This is an optimization exercise on Yosys and OpenROAD, whose aim is small area and a short achievable clock period, not a production implementation.
Where RTL was checked, it was by simulation tests only, not by an equivalence proof against the original.
Power and IR drop assume default switching activity.

## red
// intron_rx_framer
module intron_rx_framer (
    input  wire         clk,
    input  wire         rst,             
    input  wire         soft_reset,      
    input  wire [47:0]  intron_sess,     
    input  wire         rx_valid,
    input  wire [7:0]   rx_data,
    input  wire         alloc_ok,        
    input  wire         cas_valid,
    input  wire [3:0]   cas_old,
    input  wire [3:0]   cas_new,
    input  wire         activity_clr,    
    input  wire         query_valid,     
    input  wire [7:0]   query_idx,
    input  wire         ap_take,         
    output reg  [3:0]   mode,
    output reg          cas_ok,
    output reg          associated,
    output reg          activity,
    output reg          mac_valid,
    output reg  [47:0]  mac,
    output reg  [7:0]   ap_count,
    output reg          ap_valid,
    output reg  [7:0]   ap_index,
    output reg  [127:0] ap_info,
    output reg          pkt_start,
    output wire [15:0]  pkt_len,
    output reg          pkt_wr,
    output wire [7:0]   pkt_data,
    output reg          pkt_end,
    output reg          pkt_good,
    output reg          evt_valid,
    output reg  [2:0]   evt_code,
    output wire [7:0]   evt_type,
    output wire [15:0]  evt_size
);
Size in the first run: about 1700 cells after synthesis, about 340 I/O pins.
==> flow/config.mk <==
export PLATFORM = sky130hd
export DESIGN_NAME = intron_rx_framer
export DESIGN_NICKNAME = intron_rx_framer
export VERILOG_FILES = /design/flow/design.v
export SDC_FILE = /design/flow/constraint.sdc
export NUM_CORES = 4
export LEC_CHECK = 0
export ABC_AREA = 1
export CAP_MARGIN = 20
export CORE_MARGIN = 2
export CORE_UTILIZATION = 50
export CTS_BUF_LIST = sky130_fd_sc_hd__clkbuf_16
export CTS_CLUSTER_DIAMETER = 100
export CTS_CLUSTER_SIZE = 26
export PLACE_DENSITY = 0.65
export SETUP_SLACK_MARGIN = 5
export SLEW_MARGIN = 20
export SYNTH_HIERARCHICAL = 1
export SYNTH_MINIMUM_KEEP_SIZE = 0
==> flow/constraint.sdc <==
create_clock -name core_clock -period 8.0 [get_ports {clk}]
set_input_delay 1.6000 -clock core_clock [delete_from_list [all_inputs] [get_ports {clk}]]
set_output_delay 1.6000 -clock core_clock [all_outputs]
set_load 0.01 [all_outputs]
standard.sh (not shown) runs the stock make flow with config.mk's settings and CLKGATE_MAP_FILE= SYNTH_SCRIPT=/design/flow/synth_recipe.tcl, a recipe that flattens the netlist after the stock synthesis.
==> flow/flow/run.sh <==
#!/bin/bash
# Standard layout, with the smallest buffer on every port.
set -euo pipefail
bash standard.sh "BUFFER_PORTS_ARGS=-buffer_cell sky130_fd_sc_hd__buf_1" finish > standard.log 2>&1
### red -> blue
--- a/flow/design.v
+++ b/flow/design.v
@@ -69,51 +69,58 @@
     reg  [7:0]   rvar;
     reg  [119:0] fbuf;       
     reg          lq_valid;
     reg  [7:0]   lq_idx;
     assign pkt_len  = cnt;
     assign evt_size = cnt;
     assign evt_type = rtype;
     assign pkt_data = fbuf[7:0];
     wire        seek, hdr, hend, hp_crc_ok, hp0, hp1, hp_size, hp_sig;
     wire [7:0]  ipos1h;
     wire [3:0]  pos_inc;
-    wire [15:0] sk0s, sk1s, cnt_dec;
     wire        size_zero, plast;
     wire [7:0]  cmp_byte;
     wire [23:0] ck_tab;
     wire        e_fill, e_mac, e_dev, e_cnt, e_link_pkt, e_link_ka;
     wire        e_chk_pay, e_chk_ka, e_oos, e_evt_hdr;
     wire [2:0]  e_code;
     wire        e_pstart, e_strm, e_fix_next, e_pay_next;
     wire        m_is1, m_is23, v_nz;
     wire [3:0]  m_dev;
     rxf_early u_early (
         .pos(pos), .pay(pay), .fixd(fixd), .strm(strm), .cnt(cnt),
         .crc(crc), .rcrc(rcrc), .rtype(rtype), .rvar(rvar),
         .lq_valid(lq_valid), .lq_idx(lq_idx), .mode(mode),
         .seek(seek), .hdr(hdr), .hend(hend), .hp_crc_ok(hp_crc_ok),
         .hp0(hp0), .hp1(hp1), .hp_size(hp_size), .hp_sig(hp_sig),
         .ipos1h(ipos1h), .pos_inc(pos_inc),
-        .sk0s(sk0s), .sk1s(sk1s), .cnt_dec(cnt_dec),
         .size_zero(size_zero), .plast(plast),
         .ka_flag(ka_flag),
         .cmp_byte(cmp_byte), .ck_tab(ck_tab),
         .e_fill(e_fill), .e_mac(e_mac), .e_dev(e_dev), .e_cnt(e_cnt),
         .e_link_pkt(e_link_pkt), .e_link_ka(e_link_ka),
         .e_chk_pay(e_chk_pay), .e_chk_ka(e_chk_ka), .e_oos(e_oos),
         .e_evt_hdr(e_evt_hdr), .e_code(e_code),
         .e_pstart(e_pstart), .e_strm(e_strm),
         .e_fix_next(e_fix_next), .e_pay_next(e_pay_next),
         .m_is1(m_is1), .m_is23(m_is23), .v_nz(v_nz), .m_dev(m_dev)
     );
+    wire [3:0]  lo0    = {1'b0, cnt[2:0]} + {1'b0, pos[2:0]};
+    wire [3:0]  lo1    = {1'b0, cnt[2:0]} + {1'b0, pos[2:0]} + 4'd1;
+    wire [12:0] hi_inc = cnt[15:3] + 13'd1;
+    wire        hi_max = &cnt[15:3];
+    wire [15:0] sk0s = ~lo0[3] ? {cnt[15:3], lo0[2:0]} :
+                  hi_max  ? 16'hFFFF : {hi_inc, lo0[2:0]};
+    wire [15:0] sk1s = ~lo1[3] ? {cnt[15:3], lo1[2:0]} :
+                  hi_max  ? 16'hFFFF : {hi_inc, lo1[2:0]};
+    wire [15:0] cnt_dec = cnt - 16'd1;
     wire take = rx_valid & ~soft_reset;
     wire [63:0] intron_all = {intron_sess, INTRON1, INTRON0};
     reg  [7:0]  iexp;
     integer k;
     always @* begin
         iexp = 8'd0;
         for (k = 0; k < 8; k = k + 1)
             iexp = iexp | ({8{ipos1h[k]}} & intron_all[8*k +: 8]);
     end
     wire hit  = (rx_data == iexp);
     wire is55 = (rx_data == INTRON0);
@@ -279,25 +286,22 @@
     input  wire        ka_flag,
     output wire        seek,         
     output wire        hdr,          
     output wire        hend,         
     output wire        hp_crc_ok,    
     output wire        hp0,          
     output wire        hp1,          
     output wire        hp_size,      
     output wire        hp_sig,       
     output wire [7:0]  ipos1h,       
     output wire [3:0]  pos_inc,
-    output wire [15:0] sk0s,         
-    output wire [15:0] sk1s,         
-    output wire [15:0] cnt_dec,
     output wire        size_zero,
     output wire        plast,        
     output wire [7:0]  cmp_byte,     
     output wire [23:0] ck_tab,       
     output wire        e_fill,       
     output wire        e_mac,        
     output wire        e_dev,        
     output wire        e_cnt,        
     output wire        e_link_pkt,   
     output wire        e_link_ka,    
     output wire        e_chk_pay,    
@@ -332,31 +336,22 @@
     assign hp0     = hdr & (pos[2:0] == 3'd0);
     assign hp1     = hdr & (pos[2:0] == 3'd1);
     assign hp_size = hdr & (pos[2:1] == 2'b01);
     assign hp_sig  = hdr & pos[2];
     genvar g;
     generate
         for (g = 0; g < 8; g = g + 1) begin : g_ipos
             assign ipos1h[g] = (pos[2:0] == g);
         end
     endgenerate
     assign pos_inc = pos + 4'd1;
-    wire [3:0]  lo0    = {1'b0, cnt[2:0]} + {1'b0, pos[2:0]};
-    wire [3:0]  lo1    = {1'b0, cnt[2:0]} + {1'b0, pos[2:0]} + 4'd1;
-    wire [12:0] hi_inc = cnt[15:3] + 13'd1;
-    wire        hi_max = &cnt[15:3];
-    assign sk0s = ~lo0[3] ? {cnt[15:3], lo0[2:0]} :
-                  hi_max  ? 16'hFFFF : {hi_inc, lo0[2:0]};
-    assign sk1s = ~lo1[3] ? {cnt[15:3], lo1[2:0]} :
-                  hi_max  ? 16'hFFFF : {hi_inc, lo1[2:0]};
-    assign cnt_dec = cnt - 16'd1;
     assign size_zero = (cnt == 16'd0);
     assign plast     = (cnt == 16'd1);
     function [31:0] rxf_tab;
         input [7:0] i;
         integer k;
         begin
             rxf_tab = {24'd0, i};
             for (k = 0; k < 8; k = k + 1)
                 rxf_tab = rxf_tab[0] ? ((rxf_tab >> 1) ^ 32'hEDB88320) : (rxf_tab >> 1);
         end
     endfunction
--- outcome ---
The final layout from blue, which completed every stage, passed the timing, DRC and antenna checks at the end of the flow.
red → blue: setup slack decreased by 0.064 ns relative to the old numbers, remaining routing DRC violations closely matched the old numbers, buffers inserted during post-CTS setup optimization increased by 11 relative to the old numbers, met2 global-route usage decreased by 0.33 points relative to the old numbers, sum of internal, switching and leakage power decreased by about 1.1% relative to the old numbers.

## main
intron_rx_framer, a different RTL version from the one above (not shown whole).
For scale: roughly 1,500 cells after synthesis, ~340 I/O pins, ~0.019 mm2 of cells after synthesis.
Settings: LEC_CHECK=0, ABC_AREA=1, CAP_MARGIN=20, CORE_MARGIN=2, CORE_UTILIZATION=50, CTS_BUF_LIST=sky130_fd_sc_hd__clkbuf_16, CTS_CLUSTER_DIAMETER=100, CTS_CLUSTER_SIZE=30, PLACE_DENSITY=0.65, SETUP_SLACK_MARGIN=5, SLEW_MARGIN=20, TNS_END_PERCENT=30; clock period 8.0 ns.
Scripts as last shown in full above: flow/flow/run.sh
main reached the final stage; the timing, DRC and antenna checks on its layout passed.
#### Input delta (the feature branch over main)
-- flow/design.v --
<<< main, line 57
    localparam [3:0] M_CONNECTING_AP  = 4'd3;
    localparam [3:0] M_RUNNING        = 4'd4;
    reg  [3:0]   pos;        
    reg          pay;        
>>> the feature branch, line 57
    localparam [3:0] M_CONNECTING_AP  = 4'd3;
    localparam [3:0] M_RUNNING        = 4'd4;
    localparam [31:0] CRC_55 = 32'h36FCB509;
    reg  [3:0]   pos;        
    reg          pay;        
<<< main, line 80
    wire        size_zero, plast;
    wire [7:0]  cmp_byte;
    wire [31:0] crc_in;
    wire [23:0] ck_tab;
    wire        e_fill, e_mac, e_dev, e_cnt, e_link_pkt, e_link_ka;
>>> the feature branch, line 81
    wire        size_zero, plast;
    wire [7:0]  cmp_byte;
    wire [23:0] ck_tab;
    wire        e_fill, e_mac, e_dev, e_cnt, e_link_pkt, e_link_ka;
<<< main, line 98
        .size_zero(size_zero), .plast(plast),
        .ka_flag(ka_flag),
        .cmp_byte(cmp_byte), .crc_in(crc_in), .ck_tab(ck_tab),
        .e_fill(e_fill), .e_mac(e_mac), .e_dev(e_dev), .e_cnt(e_cnt),
        .e_link_pkt(e_link_pkt), .e_link_ka(e_link_ka),
>>> the feature branch, line 98
        .size_zero(size_zero), .plast(plast),
        .ka_flag(ka_flag),
        .cmp_byte(cmp_byte), .ck_tab(ck_tab),
        .e_fill(e_fill), .e_mac(e_mac), .e_dev(e_dev), .e_cnt(e_cnt),
        .e_link_pkt(e_link_pkt), .e_link_ka(e_link_ka),
<<< main, line 118
    assign eq_sess[7] = (rx_data == intron_sess[47:40]);
    wire hit  = |(eq_sess & ipos1h);
    wire is55 = eq_sess[0];
    wire byte_ok  = (rx_data == cmp_byte);
    wire [31:0] crc_step = {8'd0, crc_in[31:8]} ^ rxf_tab(crc_in[7:0] ^ rx_data);
    function [7:0] tinv;
        input [7:0] a;
>>> the feature branch, line 118
    assign eq_sess[7] = (rx_data == intron_sess[47:40]);
    wire hit  = |(eq_sess & ipos1h);
    wire hit1 = |(eq_sess[7:1] & ipos1h[7:1]);     
    wire is55 = eq_sess[0];
    wire byte_ok  = (rx_data == cmp_byte);
    wire [31:0] crc_step = {8'd0, crc[31:8]} ^ rxf_tab(crc[7:0] ^ rx_data);
    function [7:0] tinv;
        input [7:0] a;
<<< main, line 206
                ka_flag <= byte_ok & (ka_flag | (pos[1:0] == 2'd0));
            end
            if (seek | hp_crc_ok)
                crc <= crc_step;
        end
>>> the feature branch, line 207
                ka_flag <= byte_ok & (ka_flag | (pos[1:0] == 2'd0));
            end
            if (seek)
                crc <= hit1 ? crc_step : CRC_55;
            else if (hp_crc_ok)
                crc <= crc_step;
        end
<<< main, line 292
    output wire        plast,        
    output wire [7:0]  cmp_byte,     
    output wire [31:0] crc_in,       
    output wire [23:0] ck_tab,       
    output wire        e_fill,       
>>> the feature branch, line 295
    output wire        plast,        
    output wire [7:0]  cmp_byte,     
    output wire [23:0] ck_tab,       
    output wire        e_fill,       
<<< main, line 363
    assign ck_tab = tab_i[23:0];
    wire ck_rest = (crc[31:8] == rcrc[23:0]);
    localparam [31:0] CRC_55 = 32'h36FCB509;
    assign crc_in = (seek & (pos[2:1] == 2'b00)) ? (pos[0] ? CRC_55 : 32'hFFFFFFFF) : crc;
    reg [7:0] ka_byte;
    always @* begin
>>> the feature branch, line 365
    assign ck_tab = tab_i[23:0];
    wire ck_rest = (crc[31:8] == rcrc[23:0]);
    reg [7:0] ka_byte;
    always @* begin
Number of distinct standard cells referenced by the synthesized netlist, the feature branch and main: higher on the feature branch. On fmax, the feature branch and main are basically level. Row per-instance average area after synthesis: the feature branch higher / main lower. Going from main to the feature branch, post-place setup slack shrank by 0.27 ns, routed wire length shrank by 4.1 mm, maximum number of pins on one net before global-route repair shrank by 15. main → the feature branch: gate count of the mapped netlist up about 1.3%, area of all placed cells without fillers dropped 1.5%, worst setup slack held steady, sequential-to-total area share from yosys stat now sits lower. Compare the feature branch and main | total power lower: the feature branch.
For main, only the layout was checked, not whether the RTL still works.

[afterwards: timing with drivers on the ports]
How much do the figures lean on ideal ports? The routed layouts below were timed once more, with nothing changed but the port constraints. Step 1, drivers: a clkbuf_16 drives clk and a buf_2 each remaining input, both assumed. Step 2 moves the port delays by t, midway between the first and last clock arrival at a register: inputs arrive t later, outputs are due t later. That takes back most of the time a late clock gives input paths. Three values: no drivers, after step 1, after step 2; two values: the first two.
| run | t (ns) | setup slack, ns | hold slack, ns |
|---|---|---|---|
| red | 0.607 | 5.037 / 5.038 / 4.432 | 0.430 / 0.430 / 0.430 |
| blue | 0.594 | 4.973 / 4.994 / 4.403 | 0.428 / 0.428 / 0.428 |
| main | 0.615 | 4.920 / 4.899 / 4.284 | 0.429 / 0.429 / 0.429 |
| the feature branch | 0.589 | 4.923 / 4.919 / 4.329 | 0.431 / 0.431 / 0.431 |
After both steps every run listed still meets setup and hold. The setup slack of main, which loses most, moves by -0.021 ns with the drivers and by -0.636 ns with both steps.
